Background: an optimization exercise with open tools, aiming at small area, a short achievable clock period and few clock cycles. Do not read the settings as production practice. At most, simulation tests tie the RTL to the original design; equivalence was not proved. No functional check of the RTL was part of runs 1 and 2.

==> flow/design.v (outline; a module is shown in full before it is edited, if it fits) <==
// module ck_table: 11 lines
// module out_fifo: 29 lines
// module ed_rowbuf: 25 lines
// module ed_luma: 188 lines
// module ed_blend: 293 lines
// module thermy_ck8: 613 lines
module thermy_ck8 #(
    parameter WMAX = 32,
    parameter AW   = 5,
    parameter [7:0] PRE0 = 8'h51,
    parameter [7:0] PRE1 = 8'h78
) (
    input  wire        clk,
    input  wire        rst,
    input  wire        cmd_valid,
    output wire        cmd_ready,
    input  wire [31:0] cmd_data,
    output reg  [31:0] res,
    output reg         res_valid,
    output wire        out_valid,
    input  wire        out_ready,
    output wire [7:0]  out_data
);
  // ...
==> flow/flow/run.sh <==
#!/bin/bash
set -euo pipefail
bash standard.sh SETUP_SLACK_MARGIN=14.6 SKIP_GATE_CLONING=1 \
    "BUFFER_PORTS_ARGS=-buffer_cell sky130_fd_sc_hd__buf_4" finish > standard_make.log 2>&1
==> flow/standard.sh <==
#!/bin/bash
# synth_recipe.tcl (not shown) runs the flow's synth.tcl, then flattens the netlist and writes it again
# the make line also repeats each setting of config.mk as NAME=value (left out here)
make -C /OpenROAD-flow-scripts/flow DESIGN_CONFIG=/design/flow/config.mk WORK_HOME=/design/flow/orfs CLKGATE_MAP_FILE= SYNTH_SCRIPT=/design/flow/synth_recipe.tcl "${@:-finish}"
==> flow/config.mk <==
export PLATFORM = sky130hd
export DESIGN_NAME = thermy_ck8
export DESIGN_NICKNAME = thermy_ck8
export VERILOG_FILES = /design/flow/design.v
export SDC_FILE = /design/flow/constraint.sdc
export NUM_CORES = 4
export LEC_CHECK = 0
export CAP_MARGIN = 20
export CORE_MARGIN = 2
export CORE_UTILIZATION = 20
export CTS_CLUSTER_DIAMETER = 150
export CTS_CLUSTER_SIZE = 20
export PLACE_DENSITY = 0.3
export SLEW_MARGIN = 20
==> flow/constraint.sdc <==
create_clock -name core_clock -period 20.0 [get_ports {clk}]
set_input_delay 4.0000 -clock core_clock [delete_from_list [all_inputs] [get_ports {clk}]]
set_output_delay 4.0000 -clock core_clock [all_outputs]
set_load 0.01 [all_outputs]
==> reports/results.ini, run 1 <==
[route]
routed_wire_length_per_instance_um=20.3
uppermost_signal_routing_layer_after_detailed_routing=met5
met1_wirelength_mm=81.1
detail_route.drc_violations=0
wl_met2_mm=79.8

[sta]
aggregate_negative_setup_slack_ps=0
fin_worst_skew_ps=79.2
min_period_ps=5340

[setup_path]
crit_start=res[3]
startpoint_type=flip-flop
worstPathRequired_ps=16000
ff2ff_path_depth=19
timing.critical_path.cells=buf_4
critPathBufInv=1

[clock_network]
cts_tree=built
cts_post_setup_buffers_inserted=21
cts-root-buf=sky130_fd_sc_hd__clkbuf_16

[logic_synthesis]
yosys-mux-area-fraction_pct=2.62
yosysWarnings=6
synth_area_leader_cell=sky130_fd_sc_hd__edfxtp_1
synth.cells.most_frequent=sky130_fd_sc_hd__dfxtp_1, sky130_fd_sc_hd__nor2_1, sky130_fd_sc_hd__inv_1
synth_flop_cell=sky130_fd_sc_hd__dfxtp_1
postSynthNetCount=5449
synthXorXnorAreaFrac_pct=6.93
simple_gate_portion_of_the_synthesized_area_pct=15.6

[die]
die_width_um=501
n_tap_cell=3220
io_pins=79

[grt]
via_count_of_the_first_global_routing_pass=36400
busiest_layer=met2

[final_layout]
final-nonclk-buf-share_pct=3.03
fin_util_pct=23.0
seq_cell_count=881
antenna-diode-count=3
most_common_library_cell_in_the_layout_ignoring_fill_and_taps=sky130_fd_sc_hd__nor2_1
non_clock_buffer_count=199

[placed_design]
pre_cts_ws_ps=13780

[status]
run_status=finished clean

==> run 2, diff against run 1 <==
--- a/flow/config.mk
+++ b/flow/config.mk
@@ -9,6 +9,6 @@
 export CORE_MARGIN = 2
-export CORE_UTILIZATION = 20
+export CORE_UTILIZATION = 30
 export CTS_CLUSTER_DIAMETER = 150
 export CTS_CLUSTER_SIZE = 20
-export PLACE_DENSITY = 0.3
+export PLACE_DENSITY = 0.45
 export SLEW_MARGIN = 20
==> run 2 against run 1 <==
  * Still clean on timing, DRC and antenna
  * Sequential share of layout area increased by 1.2 points
  * Register-to-register slack is essentially flat
  * Count of clock-buffer cells in the layout unchanged
  * Clock skew is 20 ps lower
  * Utilization rose by 11 points
  * Critical path depth did not move
  * Wire length decreased by 15%
  * Via count shrank 0.20%
  * Critical path type unchanged
  * Critical endpoint is now res[5]
==> reports/results.ini, run 2 <==
[status]
run_status=finished clean

[logic_synthesis]
synth_top_cells_by_area=sky130_fd_sc_hd__edfxtp_1, sky130_fd_sc_hd__dfxtp_1, sky130_fd_sc_hd__fa_1
yosysWarnings=6  ; unchanged
synth_edf_count=378
syn-instance-count=5014
syn_area_cell_um2=9.86
proportion_of_register_bits_with_asynchronous_set_or_reset_after_synthesis_pct=0
synth.ff_latch_count=881
synth_flop_cell=sky130_fd_sc_hd__dfxtp_1
post_synth_num_cell_types=102
seq_total_area_yosys_pct=43.3
synth.most_common_cell=sky130_fd_sc_hd__dfxtp_1
synth.cells.most_frequent=sky130_fd_sc_hd__dfxtp_1, sky130_fd_sc_hd__nor2_1, sky130_fd_sc_hd__inv_1
postSynthNetCount=5449  ; unchanged
synth_area_leader_cell=sky130_fd_sc_hd__edfxtp_1
synth_area_um2=49400
yosysTopAreaCellShare_pct=23.0

[setup_path]
worstPathRequired_ps=16000  ; about the same
critPathBufInv=1  ; unchanged
cpMaxStageDelayCell=sky130_fd_sc_hd__dfxtp_1
critical_path_class=reg -> out
cp.arrival_ps=1290
timing.critical_path.fanout_max=2
critical_path.top_delay_family=flip-flops
slowest_delay_ps=440
crit_path_end_kind=output port
startpoint_type=flip-flop
timing.critical_path.cells=buf_4

[route]
first_pass_drt_iterations=8
routed_wl_mm=144
post_drt_via_cell_ratio=5.01
detail-route-antenna-nets=0
route.vias.total=36300
detail_route.drc_violations=0  ; unchanged
starting_drt_drc_count=2968
routed_wire_length_per_instance_um=19.8  ; -2.6%

[sta]
min_period_ps=5290  ; -45.6 ps
final.setup.worst_slack_ps=14710
headroom_to_the_max_slew_limit_pct=24.4
worst_pin_slew_ps=1130
fin_worst_skew_ps=59.6  ; -19.6 ps
report.final.setup_viol=0
slew_violations=0
finalHoldViolCount=0
rsz0062_at_grt=yes
aggregate_negative_setup_slack_ps=0  ; unchanged
post-route-period-util_pct=26.5
max_freq_ghz=0.189

[grt]
track_usage_pct=16.7
grt_start_max_net_pins=90
busiest_layer=met2
global_route.usage.met2_pct=27.4
grt.overflow.total=0
wire_length_of_the_first_global_routing_pass_mm=219
via_count_of_the_first_global_routing_pass=35400  ; -2.7%
antenna_found_initial=0
use_met1_pct=23.3
use_met3_pct=1.85

[placed_design]
hpwl_mm=104
port_buffers=78
pre_cts_ws_ps=13810  ; +30.0 ps
gp_congestion=0.871

[die]
die_width_um=410  ; -18%
die_h_um=410
dieArea_um2=168000
core_area_um2=163000
floorplan.initialDensity_pct=30.3
io_pins=79  ; unchanged
placement_rows=148

[worst_hold_path]
holdCritPathClass=reg -> reg

[clock_network]
clkSinkCount=881
clock_buffer_count_from_cts=50
cts_tree=built
clock_tree.htree_level_count=2
ctsLongestPathBuffers=3
cts-root-buf=sky130_fd_sc_hd__clkbuf_16
clkLatencyLatePin_ps=700
clk_pin_slew_ps=90
holdBufCountCts=0

[final_layout]
antenna-diode-count=0  ; -3
net_count_reported_at_finish=5470
largest_reg_flops=248
area_delta_synth_final_pct=11.0
drive_above_1_share_pct=9.17
layout_common_cells=sky130_fd_sc_hd__dfxtp_1, sky130_fd_sc_hd__nor2_1, sky130_fd_sc_hd__inv_1
largest_register_by_flop_count=u_ring.r
most_common_library_cell_in_the_layout_ignoring_fill_and_taps=sky130_fd_sc_hd__dfxtp_1

[run]
maxCapViolCount=0

==> run 2: cell counts after synthesis <==
No cell type changed its count.
==> run 2: kinds of logic after synthesis <==
| kind of cell | share of synthesized area, % |
|---|---|
| mux | 2.62 |
| flops | 43.3 |
| fa+ha+maj | 13.1 |
| xor+xnor | 6.93 |
| simple gates | 15.6 |
| buf+inv | 4.92 |
| compound gates | 13.4 |
==> run 2: final timing paths <==
| check | start | to | slack, ps | cells past startpoint |
|---|---|---|---|---|
| min | p3[3] | lo4[3] | 320 | 0 |
| max | res[5] | res[5] | 14710 | 1 |
| min reg2reg | p3[3] | lo4[3] | 320 | 0 |
| max reg2reg | alpha[1] | p3[25] | 14710 | 21 |
==> run 2: area by class of cell <==
| type | instances | area, µm² |
|---|---|---|
| clock buffers | 81 | 1400 |
| clock inverters | 5 | 51.3 |
| fillers | 16600 | 108000 |
| inverters | 413 | 1600 |
| multi-input cells | 3507 | 26200 |
| flip-flops and latches | 881 | 21500 |
| well taps | 2175 | 2720 |
| repair buffers | 182 | 1520 |
==> run 2: repair_timing <==
action | CTS | global route
gates resized for setup | 62 | 87
pin swaps | 6 | 36
endpoints found under the setup margin | 163 | 123
hold endpoints to repair | 0 | 0
buffers inserted | 19 | 33
==> run 2: layer usage <==
metal / part of all wire [%] / vias up
li1: - / 17500
met1: 46 / 17800
met2: 47 / 847
met3: 4.5 / 175
met4: 2.5 / 0
met5: 0 / -
==> run 2: per-stage QoR <==
stage | instance area, µm² | std cells | util [%] | hold slack (ps)
2_1_floorplan | 49500 | 5014 | - | 310
3_3_place_gp | 52300 | 7104 | 32.1 | 310
3_5_place_dp | 52300 | 7104 | 32.1 | 312
4_1_cts | 54200 | 7209 | 33.2 | 330
5_1_grt | 54900 | 7244 | 33.6 | 336
6_report | 54900 | 7244 | 33.6 | 321
==> module thermy_ck8, before the edit <==
module thermy_ck8 #(
    parameter WMAX = 32,
    parameter AW   = 5,
    parameter [7:0] PRE0 = 8'h51,
    parameter [7:0] PRE1 = 8'h78
) (
    input  wire        clk,
    input  wire        rst,
    input  wire        cmd_valid,
    output wire        cmd_ready,
    input  wire [31:0] cmd_data,
    output reg  [31:0] res,
    output reg         res_valid,
    output wire        out_valid,
    input  wire        out_ready,
    output wire [7:0]  out_data
);
    localparam [2:0] E_ILL = 3'd1, E_ENC = 3'd2, E_CFG = 3'd3, E_SEQ = 3'd4;
    localparam [7:0] OP_NOP = 8'h00, OP_SETCTRL = 8'h01, OP_SETW = 8'h02,
                     OP_SETA = 8'h03, OP_RDREG = 8'h04, OP_CLRERR = 8'h05,
                     OP_RSTRAS = 8'h06, OP_CKCLR = 8'h10, OP_CKUPD = 8'h11,
                     OP_CKRD = 8'h12, OP_FRBT = 8'h20, OP_FRBR = 8'h21,
                     OP_FRPUT = 8'h22, OP_FRI2B = 8'h23, OP_REVB = 8'h24,
                     OP_FCCLR = 8'h30, OP_FCPUT = 8'h31, OP_DQPIX = 8'h40,
                     OP_BPPIX = 8'h50;
    localparam [2:0] FC_IDLE = 3'd0, FC_BUSY = 3'd1, FC_OK = 3'd2, FC_BADPRE = 3'd3,
                     FC_BADTYPE = 3'd4, FC_BADCK = 3'd5, FC_BADTERM = 3'd6;
    localparam [3:0] P_P0 = 4'd0, P_P1 = 4'd1, P_CMD = 4'd2, P_TYPE = 4'd3,
                     P_L0 = 4'd4, P_L1 = 4'd5, P_PAY = 4'd6, P_CK = 4'd7,
                     P_TERM = 4'd8;
    localparam [17:0] DV = 18'd159375;       
    localparam [1:0]  K_BP = 2'd0, K_TH = 2'd1, K_ED = 2'd2;
    reg [2:0]  errcode;
    reg        mode, rev, route;
    reg [2:0]  wc;               
    reg [7:0]  alpha;
    reg [7:0]  ckcrc;
    reg [7:0]  frcmd;
    reg        frtype;
    reg [15:0] frrem;
    reg [2:0]  fcstat;
    reg [3:0]  fcphase;
    reg [7:0]  fccmd;
    reg        fctype;
    reg [15:0] fclen;
    reg [15:0] fcrem;
    reg [7:0]  fccrc;
    reg [4:0]  dqx;
    reg [31:0] dqy;
    reg [4:0]  bpx;
    reg [31:0] bplines;
    reg [31:0] outcnt;
    reg [3:0]  oc_pend;
    reg        dqy_inc, bpl_inc;  
    reg        zrow;             
    reg [7:0]  frcrc;            
    reg [7:0]  bpacc;            
    reg [2:0]  kb;               
    reg [7:0]  dq_hi;            
    reg        dq_w;             
    reg [2:0]  bw;               
    wire fropen = (frrem != 16'd0);
    reg [31:0] cin, sk;
    reg        cin_v, sk_v;
    reg        rdy;
    assign cmd_ready = rdy;
    wire [31:0] c     = cin;
    wire [7:0]  op    = c[31:24];
    wire [7:0]  b8    = c[7:0];
    reg known, rsv_bad;
    reg [2:0] err;
    wire [4:0] wm1      = {wc[1:0] - 2'd1, 3'b111};    
    wire       dqx_last = (dqx == wm1);
    wire       bpx_last = (bpx == wm1);
    wire [2:0] k        = bpx[2:0];
    always @(*) begin
        known   = 1'b1;
        rsv_bad = 1'b0;
        case (op)
            OP_NOP, OP_CLRERR, OP_RSTRAS, OP_CKCLR, OP_CKRD, OP_FCCLR:
                rsv_bad = (c[23:0] != 24'd0);
            OP_SETA, OP_CKUPD, OP_FRPUT, OP_REVB, OP_FCPUT, OP_BPPIX:
                rsv_bad = (c[23:8] != 16'd0);
            OP_RDREG:
                rsv_bad = (c[23:8] != 16'd0) || (b8 > 8'h18);
            OP_SETW:
                rsv_bad = (c[23:16] != 8'd0);
            OP_SETCTRL:
                rsv_bad = (c[23:3] != 21'd0);
            OP_FRI2B:
                rsv_bad = (c[23:21] != 3'd0);
            OP_FRBT, OP_FRBR, OP_DQPIX:
                rsv_bad = 1'b0;
            default:
                known = 1'b0;
        endcase
        err = 3'd0;
        if (!known || rsv_bad)
            err = E_ILL;
        else begin
            case (op)
                OP_SETCTRL:
                    if (dqx != 5'd0 || bpx != 5'd0) err = E_CFG;
                OP_SETW:
                    if (c[15:0] == 16'd0 || c[2:0] != 3'd0 || c[15:0] > WMAX ||
                        dqx != 5'd0 || bpx != 5'd0) err = E_CFG;
                OP_FRBT, OP_FRBR:
                    if (fropen) err = E_SEQ;
                OP_FRPUT:
                    if (!fropen) err = E_SEQ;
                OP_FRI2B:
                    if (!fropen) err = E_SEQ;
                    else if ({12'd0, c[19:16]} > frrem) err = E_ENC;
                OP_FCPUT:
                    if (fcstat >= FC_OK) err = E_SEQ;
                OP_DQPIX, OP_BPPIX:
                    if (wc == 3'd0) err = E_CFG;
                    else if (route && k == 3'd7 && !fropen) err = E_SEQ;
                default: ;
            endcase
        end
    end
    reg  [3:0] i2b_j;            
    wire       i2b_cont = (i2b_j != 4'd0);
    wire ignored = (errcode != 3'd0) && (op != OP_RDREG) && (op != OP_CLRERR) && !i2b_cont;
    wire ok      = i2b_cont || (!ignored && err == 3'd0);
    reg v1, v3, v4, v5, v6, v7;
    wire pp_empty = !(v1 | v3 | v4 | v5 | v6 | v7);
    localparam TQD = 4;
    reg [TQD-1:0] q_v;
    reg           tp_v;         
    reg  [1:0]    q_wr;
    wire q_full  = &(q_v | ({{(TQD-1){1'b0}}, tp_v} << q_wr));
    wire q_empty = !(|q_v) && !tp_v;
    reg  hdr_busy;
    wire is_fr   = (op == OP_FRBT) || (op == OP_FRBR);
    wire pushy   = is_fr || (op == OP_FRPUT) || (op == OP_FRI2B) ||
                   (op == OP_DQPIX) || (op == OP_BPPIX);
    wire drainy  = (op == OP_SETW) || (op == OP_RSTRAS) ||
                   ((op == OP_RDREG) && (b8 == 8'h08 || b8 == 8'h12 || b8 == 8'h14));
    wire i2b_n0  = (c[19:16] == 4'd0);
    wire i2b_more = (op == OP_FRI2B) && ok && !i2b_n0 && (i2b_j != c[19:16] - 4'd1);
    wire blk   = (pushy && q_full) || (is_fr && hdr_busy) ||
                 (drainy && !(pp_empty && q_empty));
    wire adv   = cin_v && !blk;           
    wire done  = adv && !i2b_more;        
    wire x_ok  = adv && ok;               
    reg        rq_v, rq_rev;    
    reg [7:0]  rq_b;
    reg [31:0] rdval;
    always @(*) begin
        case (rq_b[4:0])
            5'h00: rdval = {21'd0, (bpx != 5'd0), (dqx != 5'd0), fropen, 5'd0, errcode};
            5'h01: rdval = {29'd0, route, rev, mode};
            5'h02: rdval = {26'd0, wc, 3'd0};
            5'h03: rdval = {24'd0, alpha};
            5'h04: rdval = {24'd0, ckcrc};
            5'h05: rdval = {24'd0, frcmd};
            5'h06: rdval = {31'd0, frtype};
            5'h07: rdval = {16'd0, frrem};
            5'h08: rdval = {24'd0, frcrc};
            5'h09: rdval = {29'd0, fcstat};
            5'h0A: rdval = {28'd0, fcphase};
            5'h0B: rdval = {24'd0, fccmd};
            5'h0C: rdval = {31'd0, fctype};
            5'h0D: rdval = {16'd0, fclen};
            5'h0E: rdval = {16'd0, fcrem};
            5'h0F: rdval = {24'd0, fccrc};
            5'h10: rdval = {27'd0, dqx};
            5'h11: rdval = dqy;
            5'h12: rdval = {dq_hi, {24{dq_w}}};
            5'h13: rdval = {27'd0, bpx};
            5'h14: rdval = {24'd0, bpacc};
            5'h15: rdval = bplines;
            5'h16: rdval = outcnt;
            5'h17: rdval = {16'd0, WMAX[15:0]};
            5'h18: rdval = {16'd0, PRE1, PRE0};
            default: rdval = 32'd0;
        endcase
    end
    wire [7:0] ck_next, fc_next, fr_next;
    ck_table u_ck_ck (.idx(ckcrc ^ b8), .val(ck_next));
    ck_table u_ck_fc (.idx(fccrc ^ b8), .val(fc_next));
    wire is_pix   = (op == OP_DQPIX) || (op == OP_BPPIX);
    wire pix_byte = is_pix && (k == 3'd7);
    wire frem1    = (frrem == 16'd1);
    wire [3:0] i2b_idx  = c[20] ? (c[19:16] - 4'd1 - i2b_j) : i2b_j;
    wire [7:0] i2b_byte = (i2b_idx == 4'd0) ? c[7:0] :
                          (i2b_idx == 4'd1) ? c[15:8] : 8'd0;
    reg        t_push;
    reg        t_hdr, t_close, t_route, t_rev, t_fill;
    reg [7:0]  t_byte;
    reg [3:0]  oc_inc;
    reg        fr_dec;
    always @(*) begin
        t_push = 1'b0; t_hdr = 1'b0; t_close = 1'b0; t_route = 1'b1;
        t_rev = 1'b0; t_fill = 1'b1; t_byte = b8; oc_inc = 4'd0; fr_dec = 1'b0;
        if (x_ok) begin
            if (is_fr) begin
                t_push = 1'b1; t_hdr = 1'b1; t_byte = c[15:8];
                t_close = (c[23:8] == 16'd0);
                oc_inc = t_close ? 4'd8 : 4'd6;
            end else if (op == OP_FRPUT) begin
                t_push = 1'b1; t_close = frem1; fr_dec = 1'b1;
                oc_inc = frem1 ? 4'd3 : 4'd1;
            end else if (op == OP_FRI2B) begin
                if (!i2b_n0) begin
                    t_push = 1'b1; t_close = frem1; fr_dec = 1'b1; t_byte = i2b_byte;
                    oc_inc = frem1 ? 4'd3 : 4'd1;
                end
            end else if (pix_byte) begin
                t_push = 1'b1; t_route = route; t_rev = rev; t_fill = 1'b0;
                t_close = route && frem1; fr_dec = route;
                oc_inc = (route && frem1) ? 4'd3 : 4'd1;
            end
        end
    end
    wire pix_go = x_ok && is_pix;
    reg [1:0]  k1, k3, k4, k5, k6, k7;
    reg        bit1, bit3, bit4, bit5, bit6, bit7;
    reg        z1, z3, z4, z5;
    reg        f1, f3, f4, f5, f6, f7;
    reg [21:0] u1;
    reg [25:0] p3;
    reg [17:0] rm4, rm5;
    reg [4:0]  lo4;
    reg [1:0]  lo5;
    reg [2:0]  q4;
    reg [5:0]  q5;
    reg signed [9:0] base6;
    reg signed [9:0] ml;        
    reg signed [6:0] eb;        
    reg signed [4:0] ea;        
    wire [21:0] u_luma;
    ed_luma u_luma_i (.p(c[23:0]), .y(u_luma));
    wire [29:0] blend;
    ed_blend u_blend_i (.u(u1), .a(alpha), .y(blend));
    wire        th_white = (u1 < 22'd1270000);
    function [18:0] dstep(input [18:0] win);
        reg [19:0] t;
        begin
            t = {1'b0, win} - {2'b00, DV};
            dstep = t[19] ? {1'b0, win[17:0]} : {1'b1, t[17:0]};
        end
    endfunction
    wire [18:0] s7 = dstep(p3[25:7]);
    wire [18:0] s6 = dstep({s7[17:0], p3[6]});
    wire [18:0] s5 = dstep({s6[17:0], p3[5]});
    wire [18:0] s4 = dstep({rm4, lo4[4]});
    wire [18:0] s3 = dstep({s4[17:0], lo4[3]});
    wire [18:0] s2 = dstep({s3[17:0], lo4[2]});
    wire [18:0] s1 = dstep({rm5, lo5[1]});
    wire [18:0] s0 = dstep({s1[17:0], lo5[0]});
    wire [7:0]  gq = ~{q5, s1[18], s0[18]};
    wire [7:0] tap1, tap2, tap3;
    wire [1:0] pend = {1'b0, (v6 && k6 == K_ED)} + {1'b0, (v7 && k7 == K_ED)};
    wire [7:0] tap  = (pend == 2'd0) ? tap1 : (pend == 2'd1) ? tap2 : tap3;
    wire signed [9:0] e_row  = z5 ? 10'sd0 : {{2{tap[7]}}, tap};
    wire signed [9:0] base_n = $signed({2'b00, gq}) + e_row;
    function [9:0] err_of(input [9:0] mm);    
        reg w, n;
        reg [7:0] a;
        begin
            w = !mm[9] && (mm[8] || (mm[7] && (mm[6:0] != 7'd0)));
            if (!w) begin
                n = mm[9];
                a = mm[9] ? (~mm[7:0] + 8'd1) : mm[7:0];
            end else if (!mm[8]) begin
                n = (mm[7:0] != 8'hFF);
                a = ~mm[7:0];
            end else begin
                n = 1'b0;
                a = mm[7:0] + 8'd1;
            end
            err_of = {w, n, a};
        end
    endfunction
    wire [9:0]  el  = err_of(ml);
    wire [10:0] a7  = {el[7:0], 3'b000} - {3'b000, el[7:0]};
    wire [5:0]  t7  = a7[9:4];
    wire        c_n = el[8] && !f6;
    wire [9:0]  c_x = f6 ? 10'd0 : ({4'd0, t7} ^ {10{el[8]}});
    wire signed [9:0] m_n = base6 + c_x + {9'd0, c_n};
    wire [9:0] et  = err_of(ml);
    wire       t_w = et[9];
    wire       t_n = et[8];
    wire [9:0] a3  = {et[7:0], 1'b0} + {2'b00, et[7:0]};
    wire [10:0] a5 = {et[7:0], 2'b00} + {3'b000, et[7:0]};
    wire [7:0] d3  = {3'd0, a3[8:4]} ^ {8{t_n}};           
    wire [7:0] d5  = {2'd0, a5[9:4]} ^ {8{t_n}};
    wire [4:0] d1  = {1'b0, et[7:4]} ^ {5{t_n}};
    wire [7:0] ebx = {eb[6], eb};
    wire [7:0] ring_in = f7 ? ebx : (ebx + d3 + {7'd0, t_n});
    wire [7:0] eb_n    = (f7 ? 8'd0 : {{3{ea[4]}}, ea}) + d5 + {7'd0, t_n};
    wire [4:0] ea_n    = d1 + {4'd0, t_n};
    wire ed7 = v7 && (k7 == K_ED);
    ed_rowbuf u_ring (
        .clk(clk), .shift(ed7), .bw(bw), .vin(ring_in),
        .tap1(tap1), .tap2(tap2), .tap3(tap3)
    );
    wire       pbit    = (k7 == K_ED) ? !t_w : bit7;
    wire [7:0] pk_acc  = bpacc | ({7'd0, pbit} << kb);
    wire       pk_fill = v7 && (kb == 3'd7);
    always @(posedge clk) begin
        u1    <= u_luma;
        p3    <= blend[29:4];
        rm4   <= s5[17:0];
        lo4   <= p3[4:0];
        q4    <= {s7[18], s6[18], s5[18]};
        rm5   <= s2[17:0];
        lo5   <= lo4[1:0];
        q5    <= {q4, s4[18], s3[18], s2[18]};
        base6 <= base_n;
        k1 <= (op == OP_BPPIX) ? K_BP : mode ? K_ED : K_TH;
        bit1 <= !b8[7];
        z1 <= zrow;
        f1 <= (dqx == 5'd0);
        k3 <= k1; bit3 <= (k1 == K_TH) ? !th_white : bit1; z3 <= z1; f3 <= f1;
        k4 <= k3; bit4 <= bit3; z4 <= z3; f4 <= f3;
        k5 <= k4; bit5 <= bit4; z5 <= z4; f5 <= f4;
        k6 <= k5; bit6 <= bit5; f6 <= f5;
        k7 <= k6; bit7 <= bit6; f7 <= f6;
        if (v6 && k6 == K_ED)
            ml <= m_n;
        if (ed7) begin
            eb <= eb_n[6:0];
            ea <= ea_n;
        end
        if (rst) begin
            v1 <= 1'b0; v3 <= 1'b0; v4 <= 1'b0; v5 <= 1'b0;
            v6 <= 1'b0; v7 <= 1'b0;
        end else begin
            v1 <= pix_go; v3 <= v1; v4 <= v3; v5 <= v4; v6 <= v5; v7 <= v6;
        end
    end
    reg [TQD-1:0] q_hdr, q_cl, q_rt, q_rv, q_fl;
    reg [7:0]     q_b [0:TQD-1];
    reg [1:0]     q_rd;
    reg           tp_hdr, tp_close, tp_route, tp_rev, tp_fill;
    reg [7:0]     tp_byte;
    reg [7:0]     hdr_hi;       
    reg  [2:0] hj;
    reg  [1:0] ph;                
    wire       prod_ok;
    wire       h_v   = q_v[q_rd];
    wire       h_hdr = q_hdr[q_rd];
    wire       h_cl  = q_cl[q_rd];
    wire       h_rt  = q_rt[q_rd];
    wire       h_rv  = q_rv[q_rd];
    wire       h_fl  = q_fl[q_rd];
    wire [7:0] hb    = q_b[q_rd];
    wire       e_go  = h_v && prod_ok && (h_hdr || ph != 2'd0 || h_fl);
    reg  [7:0] hdr_byte;
    always @(*) begin
        case (hj)
            3'd0: hdr_byte = PRE0;
            3'd1: hdr_byte = PRE1;
            3'd2: hdr_byte = frcmd;
            3'd3: hdr_byte = {7'd0, frtype};
            3'd4: hdr_byte = hb;
            default: hdr_byte = hdr_hi;
        endcase
    end
    wire [7:0] hb_rv  = {hb[0], hb[1], hb[2], hb[3], hb[4], hb[5], hb[6], hb[7]};
    wire [7:0] e_data = h_hdr ? hdr_byte : (h_rv ? hb_rv : hb);
    wire [7:0] e_byte = (ph == 2'd1) ? frcrc : (ph == 2'd2) ? 8'hFF : e_data;
    ck_table u_ck_fr (.idx(frcrc ^ e_data), .val(fr_next));
    wire e_pop = e_go && ((ph == 2'd2) ||
                          (ph == 2'd0 && !h_cl && (!h_hdr || hj == 3'd5)));
    out_fifo u_out (
        .clk(clk), .rst(rst), .prod(e_go), .prod_data(e_byte), .prod_ok(prod_ok),
        .out_valid(out_valid), .out_ready(out_ready), .out_data(out_data)
    );
    wire [TQD-1:0] unf = q_v & ~q_hdr & ~q_fl;
    reg  [TQD-1:0] fsel;
    reg            found;
    integer qi;
    always @(*) begin
        found = 1'b0;
        fsel  = {TQD{1'b0}};
        for (qi = 0; qi < TQD; qi = qi + 1)
            if (!found && unf[(q_rd + qi) % TQD]) begin
                fsel[(q_rd + qi) % TQD] = 1'b1;
                found = 1'b1;
            end
    end
    integer qk;
    always @(posedge clk) begin
        for (qk = 0; qk < TQD; qk = qk + 1) begin
            if (tp_v && q_wr == qk) begin
                q_hdr[qk] <= tp_hdr; q_cl[qk] <= tp_close; q_rt[qk] <= tp_route;
                q_rv[qk] <= tp_rev; q_b[qk] <= tp_byte;
            end else if (pk_fill && fsel[qk])
                q_b[qk] <= pk_acc;
            if (tp_v && q_wr == qk)
                q_fl[qk] <= tp_fill;
            else if (pk_fill && fsel[qk])
                q_fl[qk] <= 1'b1;
        end
        if (rst) begin
            q_v  <= {TQD{1'b0}};
            q_wr <= 2'd0;
            tp_v <= 1'b0;
            q_rd <= 2'd0;
            hj  <= 3'd0;
            ph  <= 2'd0;
            frcrc <= 8'd0;
            hdr_busy <= 1'b0;
        end else begin
            for (qk = 0; qk < TQD; qk = qk + 1)
                if (tp_v && q_wr == qk)
                    q_v[qk] <= 1'b1;
                else if (e_pop && q_rd == qk)
                    q_v[qk] <= 1'b0;
            if (tp_v) q_wr <= q_wr + 2'd1;
            tp_v <= t_push;
            if (e_pop)  q_rd <= q_rd + 2'd1;
            if (e_go) begin
                if (ph == 2'd0) begin
                    if (h_hdr) begin
                        frcrc <= 8'd0;
                        if (hj == 3'd5) begin
                            hj <= 3'd0;
                            if (h_cl) ph <= 2'd1;
                        end else
                            hj <= hj + 3'd1;
                    end else begin
                        if (h_rt) frcrc <= fr_next;
                        if (h_cl) ph <= 2'd1;
                    end
                end else if (ph == 2'd1)
                    ph <= 2'd2;
                else
                    ph <= 2'd0;
            end
            if (x_ok && is_fr)
                hdr_busy <= 1'b1;
            else if (e_pop && h_hdr)
                hdr_busy <= 1'b0;
        end
        if (x_ok && is_fr)
            hdr_hi <= c[23:16];
        rq_rev <= (op == OP_REVB);
        rq_b   <= (op == OP_CKRD) ? 8'h04 : b8;
        tp_hdr <= t_hdr; tp_close <= t_close; tp_route <= t_route;
        tp_rev <= t_rev; tp_fill <= t_fill; tp_byte <= t_byte;
    end
    wire load_cin = !cin_v || done;
    wire acc      = cmd_valid && rdy;
    wire sk_v_n   = sk_v ? !load_cin : (acc && !load_cin);
    always @(posedge clk) begin
        if (load_cin) cin <= sk_v ? sk : cmd_data;
        if (!sk_v)    sk  <= cmd_data;
        if (rst) begin
            cin_v <= 1'b0;
            sk_v  <= 1'b0;
            rdy   <= 1'b1;
        end else begin
            if (load_cin) cin_v <= sk_v || acc;
            sk_v <= sk_v_n;
            rdy  <= !sk_v_n;
        end
    end
    wire clr_ras = x_ok && ((op == OP_SETW) || (op == OP_RSTRAS) ||
                            (op == OP_SETCTRL && c[0] != mode));
    always @(posedge clk) begin
        if (rst) begin
            errcode    <= 3'd0;
            mode       <= 1'b0;
            rev        <= 1'b0;
            route      <= 1'b0;
            wc         <= 3'd0;
            alpha      <= 8'hFF;
            ckcrc      <= 8'd0;
            frcmd      <= 8'd0;
            frtype     <= 1'b0;
            frrem      <= 16'd0;
            fcstat     <= FC_IDLE;
            fcphase    <= P_P0;
            fccmd      <= 8'd0;
            fctype     <= 1'b0;
            fclen      <= 16'd0;
            fcrem      <= 16'd0;
            fccrc      <= 8'd0;
            dqx        <= 5'd0;
            dqy        <= 32'd0;
            bpx        <= 5'd0;
            bplines    <= 32'd0;
            outcnt     <= 32'd0;
            oc_pend    <= 4'd0;
            zrow       <= 1'b1;
            res        <= 32'd0;
            res_valid  <= 1'b0;
            rq_v       <= 1'b0;
            dqy_inc    <= 1'b0;
            bpl_inc    <= 1'b0;
            i2b_j      <= 4'd0;
            bpacc      <= 8'd0;
            kb         <= 3'd0;
            dq_hi      <= 8'd0;
            dq_w       <= 1'b0;
            bw         <= 3'd0;
        end else begin
            rq_v <= 1'b0;
            res_valid <= rq_v;
            if (rq_v)
                res <= rq_rev ? {24'd0, rq_b[0], rq_b[1], rq_b[2], rq_b[3],
                                 rq_b[4], rq_b[5], rq_b[6], rq_b[7]} : rdval;
            oc_pend <= oc_inc;
            outcnt  <= outcnt + {28'd0, oc_pend};
            if (fr_dec)
                frrem <= frrem - 16'd1;
            if (v7) begin
                kb <= kb + 3'd1;
                bpacc <= (kb == 3'd7) ? 8'd0 : pk_acc;
            end
            if (v1 && k1 == K_ED) dq_hi <= 8'hFF;
            if (v1 && k1 == K_TH) dq_hi <= alpha;
            if (ed7) dq_w <= t_w;
            if (v7 && k7 == K_TH) dq_w <= !bit7;
            if (adv && op == OP_FRI2B && ok && !i2b_n0)
                i2b_j <= i2b_more ? i2b_j + 4'd1 : 4'd0;
            if (done && !ok && !ignored && errcode == 3'd0)
                errcode <= err;
            dqy_inc <= 1'b0;
            bpl_inc <= 1'b0;
            if (clr_ras) begin
                dqx <= 5'd0; dqy <= 32'd0;
                bpx <= 5'd0; bplines <= 32'd0;
                zrow <= 1'b1;
            end else begin
                if (dqy_inc) dqy <= dqy + 32'd1;
                if (bpl_inc) bplines <= bplines + 32'd1;
            end
            if (done && ok) begin
                case (op)
                OP_SETCTRL: begin
                    mode  <= c[0];
                    rev   <= c[1];
                    route <= c[2];
                end
                OP_SETW: begin
                    wc <= c[5:3];
                    bw <= c[5:3];
                end
                OP_RSTRAS: begin
                    kb <= 3'd0;
                    bpacc <= 8'd0;
                end
                OP_SETA:   alpha <= b8;
                OP_RDREG:  rq_v <= 1'b1;
                OP_CLRERR: errcode <= 3'd0;
                OP_CKCLR:  ckcrc <= 8'd0;
                OP_CKUPD:  ckcrc <= ck_next;
                OP_CKRD:   rq_v <= 1'b1;
                OP_REVB:   rq_v <= 1'b1;
                OP_FRBT, OP_FRBR: begin
                    frcmd  <= b8;
                    frtype <= op[0];
                    frrem  <= c[23:8];
                end
                OP_FCCLR: begin
                    fcstat <= FC_IDLE; fcphase <= P_P0;
                    fccmd <= 8'd0; fctype <= 1'b0;
                    fclen <= 16'd0; fcrem <= 16'd0; fccrc <= 8'd0;
                end
                OP_FCPUT: begin
                    case (fcphase)
                    P_P0: if (b8 == PRE0) begin fcstat <= FC_BUSY; fcphase <= P_P1; end
                          else fcstat <= FC_BADPRE;
                    P_P1: if (b8 == PRE1) fcphase <= P_CMD;
                          else fcstat <= FC_BADPRE;
                    P_CMD: begin fccmd <= b8; fcphase <= P_TYPE; end
                    P_TYPE: if (b8 <= 8'd1) begin fctype <= b8[0]; fcphase <= P_L0; end
                            else fcstat <= FC_BADTYPE;
                    P_L0: begin fclen <= {8'd0, b8}; fcphase <= P_L1; end
                    P_L1: begin
                        fclen <= {b8, fclen[7:0]};
                        fcrem <= {b8, fclen[7:0]};
                        fccrc <= 8'd0;
                        fcphase <= ({b8, fclen[7:0]} == 16'd0) ? P_CK : P_PAY;
                    end
                    P_PAY: begin
                        fccrc <= fc_next;
                        fcrem <= fcrem - 16'd1;
                        if (fcrem == 16'd1) fcphase <= P_CK;
                    end
                    P_CK: if (b8 == fccrc) fcphase <= P_TERM;
                          else fcstat <= FC_BADCK;
                    P_TERM: if (b8 == 8'hFF) fcstat <= FC_OK;
                            else fcstat <= FC_BADTERM;
                    default: ;
                    endcase
                end
                OP_DQPIX, OP_BPPIX: begin
                    if (bpx_last) begin
                        bpx <= 5'd0; bpl_inc <= 1'b1;
                    end else
                        bpx <= bpx + 5'd1;
                    if (op == OP_DQPIX) begin
                        if (dqx_last) begin
                            dqx <= 5'd0; dqy_inc <= 1'b1;
                            if (mode) zrow <= 1'b0;
                        end else
                            dqx <= dqx + 5'd1;
                    end
                end
                default: ;
                endcase
            end
        end
    end
endmodule
==> run 3, diff against run 2 <==
--- a/flow/design.v
+++ b/flow/design.v
@@ -674,3 +674,3 @@
     wire pp_empty = !(v1 | v3 | v4 | v5 | v6 | v7);
-    localparam TQD = 4;
+    localparam TQD = 3;
     reg [TQD-1:0] q_v;
@@ -927,4 +927,4 @@
         for (qi = 0; qi < TQD; qi = qi + 1)
-            if (!found && unf[(q_rd + qi) % TQD]) begin
-                fsel[(q_rd + qi) % TQD] = 1'b1;
+            if (!found && unf[({1'b0,q_rd} + qi) % TQD]) begin
+                fsel[({1'b0,q_rd} + qi) % TQD] = 1'b1;
                 found = 1'b1;
@@ -960,5 +960,5 @@
                     q_v[qk] <= 1'b0;
-            if (tp_v) q_wr <= q_wr + 2'd1;
+            if (tp_v) q_wr <= (q_wr == 2'd2) ? 2'd0 : q_wr + 2'd1;
             tp_v <= t_push;
-            if (e_pop)  q_rd <= q_rd + 2'd1;
+            if (e_pop)  q_rd <= (q_rd == 2'd2) ? 2'd0 : q_rd + 2'd1;
             if (e_go) begin
==> run 3 against run 2 <==
  * Still clean
  * First-iteration DRC count rose by 9.3%
  * Non-clock buffer count grew 36
  * Sequential share of layout area shrank 0.99 points
  * Worst setup slack got worse by 95 ps
  * Cell area up 0.68%
  * Wire length rose by 1.8%
  * Final cell count rose by 1.7%
  * Highest routed layer is now met5
==> reports/results.ini, run 3 <==
[logic_synthesis]
postSynthNetCount=5524  ; +1.4%
proportion_of_register_bits_with_asynchronous_set_or_reset_after_synthesis_pct=0  ; unchanged
synth_top_cells_by_area=sky130_fd_sc_hd__edfxtp_1, sky130_fd_sc_hd__dfxtp_1, sky130_fd_sc_hd__fa_1
post_synth_num_cell_types=112  ; +9.8%
synth.most_common_cell=sky130_fd_sc_hd__nor2_1
synth_area_leader_cell=sky130_fd_sc_hd__edfxtp_1
seq_total_area_yosys_pct=42.4  ; -0.93 points
synth.cells.most_frequent=sky130_fd_sc_hd__nor2_1, sky130_fd_sc_hd__dfxtp_1, sky130_fd_sc_hd__inv_1
syn_area_cell_um2=9.73  ; -1.3%
syn-instance-count=5093  ; +1.6%
yosysTopAreaCellShare_pct=22.1  ; -0.84 points
synth_edf_count=365  ; -3.4%
synth_area_um2=49600  ; +0.25%
yosysWarnings=6  ; unchanged
synth_flop_cell=sky130_fd_sc_hd__dfxtp_1
synth.ff_latch_count=867  ; -1.6%

[setup_path]
critical_path_class=reg -> reg
timing.critical_path.fanout_max=6  ; +4
cp.arrival_ps=5960  ; +4670 ps
worstPathRequired_ps=20570  ; +4570 ps
regToRegSetupSlack_ps=14610  ; -90 ps
crit_path_end_kind=flip-flop
startpoint_type=flip-flop
reg2reg_from=alpha[0]
crit_start=alpha[0]

[status]
run_status=finished clean

[sta]
aggregate_negative_setup_slack_ps=0  ; unchanged
finalHoldViolCount=0  ; unchanged
report.final.setup_viol=0  ; unchanged
min_period_ps=5390  ; +94.8 ps
fin_worst_skew_ps=63.5  ; +3.90 ps
rsz0062_at_grt=yes
post-route-period-util_pct=26.9  ; +0.47 points
worst_pin_slew_ps=1020  ; -105 ps
max_freq_ghz=0.186  ; -1.8%
headroom_to_the_max_slew_limit_pct=31.5  ; +7.1 points
slew_violations=0  ; unchanged

[die]
placement_rows=149  ; +0.68%
die_h_um=410  ; +0.12%
dieArea_um2=169000  ; +0.24%
core_area_um2=165000  ; +0.90%
floorplan.initialDensity_pct=30.1  ; -0.20 points
io_pins=79  ; unchanged
die_width_um=410  ; +0.12%

[grt]
antenna_found_initial=3  ; +3
grt_start_max_net_pins=192  ; +110%
track_usage_pct=16.9  ; +0.22 points
wire_length_of_the_first_global_routing_pass_mm=222  ; +1.4%
grt.overflow.total=0  ; unchanged
via_count_of_the_first_global_routing_pass=35700  ; +0.82%

[final_layout]
most_common_library_cell_in_the_layout_ignoring_fill_and_taps=sky130_fd_sc_hd__nor2_1
net_count_reported_at_finish=5581  ; +2.0%
largest_reg_flops=248  ; unchanged
drive_above_1_share_pct=9.41  ; +0.23 points
layout_common_cells=sky130_fd_sc_hd__nor2_1, sky130_fd_sc_hd__dfxtp_1, sky130_fd_sc_hd__inv_1
instances_no_fill=7367  ; +1.7%
area_delta_synth_final_pct=11.5
largest_register_by_flop_count=u_ring.r

[route]
first_pass_drt_iterations=6  ; -2
route.vias.total=37300  ; +2.9%
starting_drt_drc_count=3245  ; +9.3%
routed_wl_mm=146  ; +1.8%
routed_wire_length_per_instance_um=19.8  ; +0.12%
detail_route.drc_violations=0  ; unchanged
post_drt_via_cell_ratio=5.07  ; +1.2%
detail-route-antenna-nets=0  ; unchanged

[clock_network]
clkLatencyLatePin_ps=710  ; about the same
clkSinkCount=867  ; -1.6%
clk_pin_slew_ps=100  ; about the same
cts-root-buf=sky130_fd_sc_hd__clkbuf_16
ctsLongestPathBuffers=3  ; unchanged
clock_tree.htree_level_count=2  ; unchanged
clock_buffer_count_from_cts=49  ; -2.0%
cts_tree=built

[placed_design]
placed_cells_incl_taps=7197  ; +1.3%
gp_congestion=0.908  ; +4.3%
port_buffers=78  ; unchanged
hpwl_mm=106  ; +1.7%

[worst_hold_path]
min-delay-start=f4
holdCritPathClass=reg -> reg

[run]
maxCapViolCount=0  ; unchanged

==> run 3: per-layer routing <==
metal / track usage [%] / share of wire (%)
met5: 0 / 0.016
met4: 5.82 / 3.7
met3: 1.99 / 4.5
met2: 27.3 / 46
met1: 23.3 / 46
==> run 3: repair_timing <==
action / CTS / global route
hold buffers: 0 / 0
pin swaps: 13 / 13
gates resized for setup: 62 / 60
setup buffers: 44 / 46
setup endpoints to repair: 150 / 213
==> run 3: worst max-delay path, stage by stage (launching register included) <==
cell and delay, ps:
sky130_fd_sc_hd__dfxtp_4 390, sky130_fd_sc_hd__and2_4 150, sky130_fd_sc_hd__fa_1 550, sky130_fd_sc_hd__fa_1 450, sky130_fd_sc_hd__fa_1 520, sky130_fd_sc_hd__fa_1 420
sky130_fd_sc_hd__ha_2 200, sky130_fd_sc_hd__or3_4 340, sky130_fd_sc_hd__a211oi_4 290, sky130_fd_sc_hd__o31ai_4 120, sky130_fd_sc_hd__a21oi_2 230, sky130_fd_sc_hd__a31oi_4 140
sky130_fd_sc_hd__o41ai_4 330, sky130_fd_sc_hd__o21ai_2 130, sky130_fd_sc_hd__or4_4 460, sky130_fd_sc_hd__nand2_4 100, sky130_fd_sc_hd__o2111ai_4 150, sky130_fd_sc_hd__o31ai_4 230
sky130_fd_sc_hd__o21bai_1 100
==> run 3: final cells by class <==
class / instances / area [µm²]
Clock inverter: 5 / 116
Sequential cell: 867 / 21100
Inverter: 405 / 1560
Multi-Input combinational cell: 3609 / 26600
Tap cell: 2189 / 2740
Timing Repair Buffer: 218 / 1830
Clock buffer: 73 / 1340
Fill cell: 16800 / 109000
Antenna cell: 1 / 2.50
==> run 3: cells by family (layout without fill, tap and decap cells) <==
kind of cell,after synthesis,count (layout),synth area share [%]
and+or+nand+nor,1689,1689,16.7
AOI/OAI and AO/OA,1059,1059,14.4
DFF,867,867,42.4
buffers and inverters,617,701,4.79
adders and majority gates,395,395,13.0
xor gates and xnor gates,368,368,6.62
muxes,98,98,2.10
other,0,1,0
==> run 3: path summary, 6_finish.rpt <==
kind | to | cells after the start
setup / recovery | p3[25] | 18
hold / removal | f5 | 0
setup reg to reg | p3[25] | 18
hold reg to reg | f5 | 0
==> run 3: metrics by stage <==
stage	area [µm²]	hold WS, ps	util (%)	worst slack, ps
after floorplan	49700	310	-	14600
after global placement	52500	310	31.9	13500
final	55300	299	33.6	14610
after detailed placement	52500	312	31.9	13460
after global routing	55300	300	33.6	14420
after CTS	54600	287	33.2	14510
Testbench counts of run 3, summed over its fixed seeds: cycles 10,584.
==> run 4, diff against run 3 <==
==> flow/run.sh (new file) <==
#!/bin/bash
# synth_recipe.tcl (not shown) runs the flow's synth.tcl, then flattens the netlist and writes it again
# the make line also repeats each setting of config.mk as NAME=value (left out here)
make -C /OpenROAD-flow-scripts/flow DESIGN_CONFIG=/design/flow/config.mk WORK_HOME=/design/flow/orfs CLKGATE_MAP_FILE= SYNTH_SCRIPT=/design/flow/synth_recipe.tcl finish
removed: flow/flow/run.sh
removed: flow/standard.sh
==> run 4 against run 3 <==
  * Area after synthesis unchanged
  * Hold slack improved by 22 ps
  * Cell area decreased by 2.1%
  * Register-to-register slack worse by 1300 ps
  * Global-route usage decreased by 0.19 points
  * Critical path type unchanged
  * Highest routed layer is now met4
==> reports/results.ini, run 4 <==
[sta]
final.setup.worst_slack_ps=13350  ; -1260 ps
slew_violations=0  ; unchanged
rsz0062_at_grt=no
finalHoldViolCount=0  ; unchanged
worst_pin_slew_ps=1070  ; +46.2 ps
aggregate_negative_setup_slack_ps=0  ; unchanged
headroom_to_the_max_slew_limit_pct=28.8  ; -2.7 points
min_period_ps=6650  ; +1260 ps
post-route-period-util_pct=33.3  ; +6.3 points
fin_worst_skew_ps=47.4  ; -16.0 ps
report.final.setup_viol=0  ; unchanged
max_freq_ghz=0.150  ; -19%

[final_layout]
post-route-cell-area_um2=54100  ; -2.1%
net_count_reported_at_finish=5495  ; -1.5%
fillCellCount=17000  ; +0.90%
largest_reg_flops=248  ; unchanged
largest_register_by_flop_count=u_ring.r
drive_above_1_share_pct=4.71  ; -4.7 points
layout_common_cells=sky130_fd_sc_hd__nor2_1, sky130_fd_sc_hd__dfxtp_1, sky130_fd_sc_hd__inv_1
fin_util_pct=32.9  ; -0.70 points
most_common_library_cell_in_the_layout_ignoring_fill_and_taps=sky130_fd_sc_hd__nor2_1
area_delta_synth_final_pct=9.16

[route]
detail-route-antenna-nets=0  ; unchanged
first_pass_drt_iterations=6  ; unchanged
route.vias.total=37000  ; -1.0%
routed_wire_length_per_instance_um=19.7  ; -0.64%
starting_drt_drc_count=2697  ; -17%
detail_route.drc_violations=0  ; unchanged
post_drt_via_cell_ratio=5.08  ; +0.15%
routed_wl_mm=144  ; -1.8%

[grt]
grt.overflow.total=0  ; unchanged
antenna_found_initial=2  ; -1
wire_length_of_the_first_global_routing_pass_mm=221  ; -0.49%
track_usage_pct=16.7  ; -0.19 points
via_count_of_the_first_global_routing_pass=35700  ; -0.21%
grt_start_max_net_pins=131  ; -32%

[logic_synthesis]
postSynthNetCount=5524  ; unchanged
synth.ff_latch_count=867  ; unchanged
synth-compound-area-share_pct=14.4  ; unchanged
synthXorXnorAreaFrac_pct=6.62  ; unchanged
simple_gate_portion_of_the_synthesized_area_pct=16.7  ; unchanged
synth_edf_count=365  ; unchanged
post_synth_num_cell_types=112  ; unchanged
syn-instance-count=5093  ; unchanged
yosysTopAreaCellShare_pct=22.1  ; unchanged
main_combinational_cell_family_by_area_after_synthesis=simple AND/OR/NAND/NOR gates
synth_area_leader_cell=sky130_fd_sc_hd__edfxtp_1
seq_total_area_yosys_pct=42.4  ; unchanged
yosysWarnings=6  ; unchanged
synth.most_common_cell=sky130_fd_sc_hd__nor2_1
synth-adder-area-share_pct=13.0  ; unchanged
syn_area_cell_um2=9.73  ; unchanged
synth_flop_cell=sky130_fd_sc_hd__dfxtp_1
synth_area_um2=49600  ; unchanged
synth.cells.most_frequent=sky130_fd_sc_hd__nor2_1, sky130_fd_sc_hd__dfxtp_1, sky130_fd_sc_hd__inv_1
yosys-mux-area-fraction_pct=2.10  ; unchanged
synth_top_cells_by_area=sky130_fd_sc_hd__edfxtp_1, sky130_fd_sc_hd__dfxtp_1, sky130_fd_sc_hd__fa_1
proportion_of_register_bits_with_asynchronous_set_or_reset_after_synthesis_pct=0  ; unchanged

[setup_path]
ff2ff_path_depth=19  ; +1
crit_start=alpha[0]
cp.arrival_ps=7260  ; +1300 ps
crit_end=p3[24]
critical_path_class=reg -> reg
worstPathRequired_ps=20610  ; +40 ps
crit_path_end_kind=flip-flop
timing.critical_path.fanout_max=25  ; +19
reg2reg_from=alpha[0]
critical_path.reg2reg.endpoint=p3[24]
startpoint_type=flip-flop
regToRegSetupSlack_ps=13350  ; -1260 ps

[status]
run_status=finished clean

[clock_network]
ctsLongestPathBuffers=3  ; unchanged
cts-root-buf=sky130_fd_sc_hd__clkbuf_16
clkSinkCount=867  ; unchanged
clk_pin_slew_ps=90  ; about the same
cts_post_setup_buffers_inserted=0  ; -100%
ctsResizeCount=0  ; -100%
cts_tree=built
clock_buffer_count_from_cts=49  ; unchanged
holdBufCountCts=0  ; unchanged
clkLatencyLatePin_ps=680  ; -30 ps
clock_tree.htree_level_count=2  ; unchanged

[worst_hold_path]
holdCritPathClass=reg -> reg

[die]
core_area_um2=165000  ; unchanged
die_h_um=410  ; unchanged
die_width_um=410  ; unchanged
io_pins=79  ; unchanged
floorplan.initialDensity_pct=30.1  ; unchanged
dieArea_um2=169000  ; unchanged
placement_rows=149  ; unchanged

[placed_design]
gp_congestion=0.883  ; -2.8%
hpwl_mm=105  ; -0.54%
port_buffers=78  ; unchanged
post_dp_cell_area_um2=52700  ; +0.31%
pre_cts_ws_ps=13240  ; -215 ps

[run]
maxCapViolCount=0  ; unchanged

run 4: changes by cell type in the layout (fill, tap and decap cells not counted), moves of 7 or more:
cell                              change
sky130_fd_sc_hd__buf_4              -144
sky130_fd_sc_hd__dfxtp_1             +14
sky130_fd_sc_hd__clkdlybuf4s50_1     +77
sky130_fd_sc_hd__a21oi_1             +15
sky130_fd_sc_hd__clkinvlp_4           -7
sky130_fd_sc_hd__a21oi_2             -12
sky130_fd_sc_hd__buf_6                -7
sky130_fd_sc_hd__buf_12               -9
sky130_fd_sc_hd__dfxtp_4              -9
sky130_fd_sc_hd__o21ai_0              +9
run 4: logic make-up (layout without fill, tap and decap cells):
kind of cell               Yosys count  after routing
adders and majority gates          395            395
other                                0              1
AOI/OAI and AO/OA                 1059           1059
muxes                               98             98
and+or+nand+nor                   1689           1689
buffers and inverters              617            616
DFF                                867            867
xor gates and xnor gates           368            368
run 4: layer usage:
| metal | routed length (µm) | vias up | GRT usage [%] | part of all wire (%) |
|---|---|---|---|---|
| li1 | - | 17800 | - | - |
| met1 | 67500 | 18200 | 23.6 | 47 |
| met2 | 65500 | 836 | 26.8 | 46 |
| met4 | 4350 | 0 | 4.84 | 3.0 |
| met3 | 6230 | 194 | 1.82 | 4.3 |
| met5 | 0 | - | 0 | 0 |
run 4: cell type report:
cell class | count | area [µm²] | share of cell area (%)
Clock inverter | 3 | 47.5 | 0.0879
Clock buffer | 76 | 1360 | 2.51
Timing Repair Buffer | 132 | 1210 | 2.23
Multi-Input combinational cell | 3609 | 26200 | 48.5
Sequential cell | 867 | 21000 | 38.8
Inverter | 405 | 1530 | 2.82
Tap cell | 2189 | 2740 | 5.06
Antenna cell | 1 | 2.50 | 0.00462
run 4: how the worst min path moves through the flow:
stage,startpoint,endpoint,slack (ps),cells after the start
after floorplan,bit3,bit4,310,0
final,z4,z5,320,0
after CTS,f3,f4,320,0
after global placement,z3,z4,310,0
after detailed placement,f1,f3,310,0
after global routing,f3,f4,330,0
run 4: worst max-delay path: stages, from the launching register on:
cell and delay [ps]:
sky130_fd_sc_hd__dfxtp_1 320, sky130_fd_sc_hd__buf_4 290, sky130_fd_sc_hd__and2_1 210, sky130_fd_sc_hd__fa_1 430, sky130_fd_sc_hd__fa_1 590, sky130_fd_sc_hd__fa_1 440
sky130_fd_sc_hd__fa_1 470, sky130_fd_sc_hd__ha_1 200, sky130_fd_sc_hd__or3_1 340, sky130_fd_sc_hd__a211oi_1 290, sky130_fd_sc_hd__o31ai_1 160, sky130_fd_sc_hd__a21oi_1 340
sky130_fd_sc_hd__a31oi_1 210, sky130_fd_sc_hd__o41ai_1 630, sky130_fd_sc_hd__o21ai_0 300, sky130_fd_sc_hd__or4_1 480, sky130_fd_sc_hd__nand2_1 120, sky130_fd_sc_hd__o2111ai_1 220
sky130_fd_sc_hd__o31ai_1 390, sky130_fd_sc_hd__xnor2_1 160
run 4: per-stage QoR:
step	instances	hold slack (ps)
global placement	7202	311
floorplan	5093	310
detailed placement	7202	312
global route	7281	326
CTS	7281	320
finish	7282	322
==> run 5, diff against run 4 <==
--- a/flow/design.v
+++ b/flow/design.v
@@ -988,4 +988,2 @@
             hdr_hi <= c[23:16];
-        rq_rev <= (op == OP_REVB);
-        rq_b   <= (op == OP_CKRD) ? 8'h04 : b8;
         tp_hdr <= t_hdr; tp_close <= t_close; tp_route <= t_route;
@@ -1096,3 +1094,3 @@
                 OP_SETA:   alpha <= b8;
-                OP_RDREG:  rq_v <= 1'b1;
+                OP_RDREG:  begin rq_v <= 1'b1; rq_rev <= 1'b0; rq_b <= b8; end
                 OP_CLRERR: errcode <= 3'd0;
@@ -1100,4 +1098,4 @@
                 OP_CKUPD:  ckcrc <= ck_next;
-                OP_CKRD:   rq_v <= 1'b1;
-                OP_REVB:   rq_v <= 1'b1;
+                OP_CKRD:   begin rq_v <= 1'b1; rq_rev <= 1'b0; rq_b <= 8'h04; end
+                OP_REVB:   begin rq_v <= 1'b1; rq_rev <= 1'b1; rq_b <= b8; end
                 OP_FRBT, OP_FRBR: begin
==> flow/flow/run.sh (new file) <==
#!/bin/bash
set -euo pipefail
bash standard.sh SETUP_SLACK_MARGIN=14.6 SKIP_GATE_CLONING=1 \
    "BUFFER_PORTS_ARGS=-buffer_cell sky130_fd_sc_hd__buf_4" finish > standard_make.log 2>&1
==> flow/standard.sh (new file) <==
#!/bin/bash
# synth_recipe.tcl (not shown) runs the flow's synth.tcl, then flattens the netlist and writes it again
# the make line also repeats each setting of config.mk as NAME=value (left out here)
make -C /OpenROAD-flow-scripts/flow DESIGN_CONFIG=/design/flow/config.mk WORK_HOME=/design/flow/orfs CLKGATE_MAP_FILE= SYNTH_SCRIPT=/design/flow/synth_recipe.tcl "${@:-finish}"
--- a/flow/config.mk
+++ b/flow/config.mk
@@ -9,6 +9,6 @@
 export CORE_MARGIN = 2
-export CORE_UTILIZATION = 30
+export CORE_UTILIZATION = 20
 export CTS_CLUSTER_DIAMETER = 150
 export CTS_CLUSTER_SIZE = 20
-export PLACE_DENSITY = 0.45
+export PLACE_DENSITY = 0.3
 export SLEW_MARGIN = 20
removed: flow/run.sh
==> run 5 against run 4 <==
  * Still clean on timing, DRC and antenna
  * Count of clock-buffer cells in the layout increased by 7
  * Register-to-register slack gained 1300 ps
  * Synthesized cell count down 1.6%
  * Worst setup slack improved by 1200 ps
  * First-iteration DRC count is 2.8% higher
  * Maximum frequency grew 23%
  * Wire length rose by 24%
  * Clock skew increased by 33 ps
  * Critical path type is now in -> reg
  * Largest cell class unchanged
  * Highest routed layer unchanged
==> reports/results.ini, run 5 <==
[worst_hold_path]
holdCritPathClass=reg -> reg
worstHoldPathCells=0  ; unchanged
min-delay-start=k3[0]
worst_hold_path.endpoint=k4[0]

[clock_network]
clk_pin_slew_ps=90  ; about the same
clkLatencyLatePin_ps=750  ; +70 ps
clock_buffer_count_from_cts=51  ; +4.1%
ctsLongestPathBuffers=3  ; unchanged
clock_tree.htree_level_count=2  ; unchanged
cts_tree=built
cts-root-buf=sky130_fd_sc_hd__clkbuf_16
clkSinkCount=867  ; unchanged

[die]
core_area_um2=243000  ; +48%
die_h_um=499  ; +22%
dieArea_um2=249000  ; +48%
floorplan.initialDensity_pct=20.1  ; -10 points
io_pins=79  ; unchanged
placement_rows=181  ; +21%
die_width_um=499  ; +22%

[logic_synthesis]
post_synth_num_cell_types=107  ; -4.5%
yosysTopAreaCellShare_pct=22.9  ; +0.82 points
synth.most_common_cell=sky130_fd_sc_hd__dfxtp_1
seq_total_area_yosys_pct=43.1  ; +0.71 points
synth.ff_latch_count=867  ; unchanged
synth_area_leader_cell=sky130_fd_sc_hd__edfxtp_1
synth_top_cells_by_area=sky130_fd_sc_hd__edfxtp_1, sky130_fd_sc_hd__dfxtp_1, sky130_fd_sc_hd__fa_1
syn-instance-count=5010  ; -1.6%
syn_area_cell_um2=9.77  ; +0.42%
postSynthNetCount=5441  ; -1.5%
synth.cells.most_frequent=sky130_fd_sc_hd__dfxtp_1, sky130_fd_sc_hd__nor2_1, sky130_fd_sc_hd__inv_1
yosysWarnings=6  ; unchanged
synth_area_um2=49000  ; -1.2%
synth_flop_cell=sky130_fd_sc_hd__dfxtp_1
proportion_of_register_bits_with_asynchronous_set_or_reset_after_synthesis_pct=0  ; unchanged
synth_edf_count=374  ; +2.5%

[placed_design]
pre_cts_ws_ps=13430  ; +185 ps
placed_cells_incl_taps=8165  ; +13%
hpwl_mm=128  ; +22%
port_buffers=78  ; unchanged
gp_congestion=0.806  ; -8.7%

[setup_path]
cp.arrival_ps=5830  ; -1430 ps
critical_path.reg2reg.endpoint=p3[25]
startpoint_type=input pin
regToRegSetupSlack_ps=14650  ; +1300 ps
ff2ff_path_depth=22  ; +3
reg2reg_from=alpha[2]
critical_path_class=in -> reg
cpMaxStageDelayCell=sky130_fd_sc_hd__or3_1
timing.critical_path.fanout_max=79  ; +220%
slowest_delay_ps=450  ; -180 ps
crit_path_end_kind=flip-flop
timing.critical_path.cells=clkbuf_8 > buf_16 > or3_1 > or2_1 > nor2_4
worstPathRequired_ps=20420  ; -190 ps

[final_layout]
layout_common_cells=sky130_fd_sc_hd__nor2_1, sky130_fd_sc_hd__dfxtp_1, sky130_fd_sc_hd__nand2_1
net_count_reported_at_finish=5551  ; +1.0%
fillCellCount=26300  ; +55%
largest_register_by_flop_count=u_ring.r
largest_reg_flops=248  ; unchanged
drive_above_1_share_pct=11.2  ; +6.5 points
instances_no_fill=8362  ; +15%
multiInputGateArea_um2=26100  ; -0.64%
most_common_library_cell_in_the_layout_ignoring_fill_and_taps=sky130_fd_sc_hd__nor2_1
area_delta_synth_final_pct=15.9
ff_latch_area_um2=21100  ; +0.62%

[sta]
finalHoldViolCount=0  ; unchanged
headroom_to_the_max_slew_limit_pct=29.5  ; +0.77 points
slew_violations=0  ; unchanged
rsz0062_at_grt=yes
min_period_ps=5400  ; -1250 ps
final.setup.worst_slack_ps=14600  ; +1250 ps
post-route-period-util_pct=27.0  ; -6.2 points
worst_pin_slew_ps=1050  ; -18.5 ps
report.final.setup_viol=0  ; unchanged
fin_worst_skew_ps=80.3  ; +32.8 ps
aggregate_negative_setup_slack_ps=0  ; unchanged
max_freq_ghz=0.185  ; +23%

[route]
wl_met2_mm=74.6  ; +14%
first_pass_drt_iterations=5  ; -1
uppermost_signal_routing_layer_after_detailed_routing=met4
met1_wirelength_mm=93.1  ; +38%
post_drt_via_cell_ratio=4.42  ; -13%
routed_wire_length_per_instance_um=21.2  ; +7.6%
route.vias.total=36900  ; -0.11%
detail_route.drc_violations=0  ; unchanged
routed_wl_mm=177  ; +24%
detail-route-antenna-nets=0  ; unchanged
starting_drt_drc_count=2772  ; +2.8%
met3_routed_wirelength_mm=6.53  ; +4.7%

[grt]
grt_start_max_net_pins=171  ; +31%
antenna_found_initial=12  ; +10
track_usage_pct=13.8  ; -2.9 points
wire_length_of_the_first_global_routing_pass_mm=258  ; +17%
grt.overflow.total=0  ; unchanged
via_count_of_the_first_global_routing_pass=36200  ; +1.4%

[run]
maxCapViolCount=0  ; unchanged

[status]
run_status=finished clean

-- run 5: critical path: cells and delay by family --
kind	cells	cell delay, ps
buf+inv	2	580
simple gates	3	1050
-- run 5: through the flow --
stage	instance area (µm²)	utilization, %	hold slack [ps]
floorplan	49000	-	310
global placement	53400	21.9	311
detailed placement	53400	21.9	312
CTS	55600	22.8	320
global route	56700	23.3	324
finish	56700	23.3	327
-- run 5: worst max path at each step --
stage	startpoint	to	slack [ps]	depth (start not counted)
floorplan	rst	rq_b[0]	14680	3
global placement	alpha[0]	p3[24]	13390	22
detailed placement	alpha[0]	p3[24]	13430	22
CTS	alpha[0]	p3[24]	14580	22
global route	alpha[2]	p3[25]	14360	22
finish	rst	rq_b[4]	14600	5
-- run 5: timing repair --
action,CTS,global route
cloned,0,0
pin swaps,15,46
hold buffers,0,0
setup endpoints to repair,204,166
buffers inserted,31,72
resized for setup,105,110
-- run 5: final cells by class --
| class | instances | share of cell area (%) |
|---|---|---|
| Sequential cell | 867 | 37.3 |
| Antenna cell | 3 | 0.0132 |
| Timing Repair Buffer | 260 | 4.19 |
| Clock inverter | 7 | 0.236 |
| Inverter | 414 | 2.81 |
| Clock buffer | 83 | 2.52 |
| Multi-Input combinational cell | 3526 | 45.9 |
| Tap cell | 3202 | 7.06 |
-- run 5: metal layers --
metal  vias to the layer above  global-route usage (%)
met5                         -                       0
met4                         0                    2.36
met3                       107                    1.75
met2                       657                    20.4
met1                     18500                    21.3
li1                      17700                       -
-- run 5: cells by family after synthesis --
kind of cell               after synthesis  share of synthesized area (%)
muxes                                   96                           2.09
adders and majority gates              395                           13.2
xor gates and xnor gates               371                           6.68
buffers and inverters                  617                           4.85
and+or+nand+nor                       1599                           15.7
DFF                                    867                           43.1
AOI/OAI and AO/OA                     1065                           14.4
Testbench counts of run 5, summed over its fixed seeds: cycles 10,584.

separate check: timing with driven ports:
The flow's constraints put no driver on any port. The routed layouts listed below were extracted and timed again, unchanged, in two steps. Step 1: set_driving_cell puts a clkbuf_16 on clk and a buf_2 on each other input, an assumption about the parent block. Step 2 moves the port delays by t, midway between the first and last clock arrival at a register: inputs arrive t later, outputs are due t later. That takes back most of the time a late clock gives input paths. Three values: ideal, step 1, step 2; two values: the first two.
run	t (ns)	setup slack, ns	latest minus earliest clock arrival (ns)
run 1	0.805	14.660 / 14.575 / 14.005	0.087 / 0.087
run 2	0.747	14.706 / 14.620 / 14.051	0.071 / 0.070
run 3	0.754	14.611 / 14.611 / 13.988	0.065 / 0.065
run 4	0.728	13.347 / 13.347 / 13.347	0.061 / 0.061
run 5	0.791	14.596 / 14.599 / 13.857	0.081 / 0.081
After both steps every run listed still meets setup and hold. The setup slack of run 5, which loses most, moves by +0.003 ns with the drivers and by -0.739 ns with both steps.
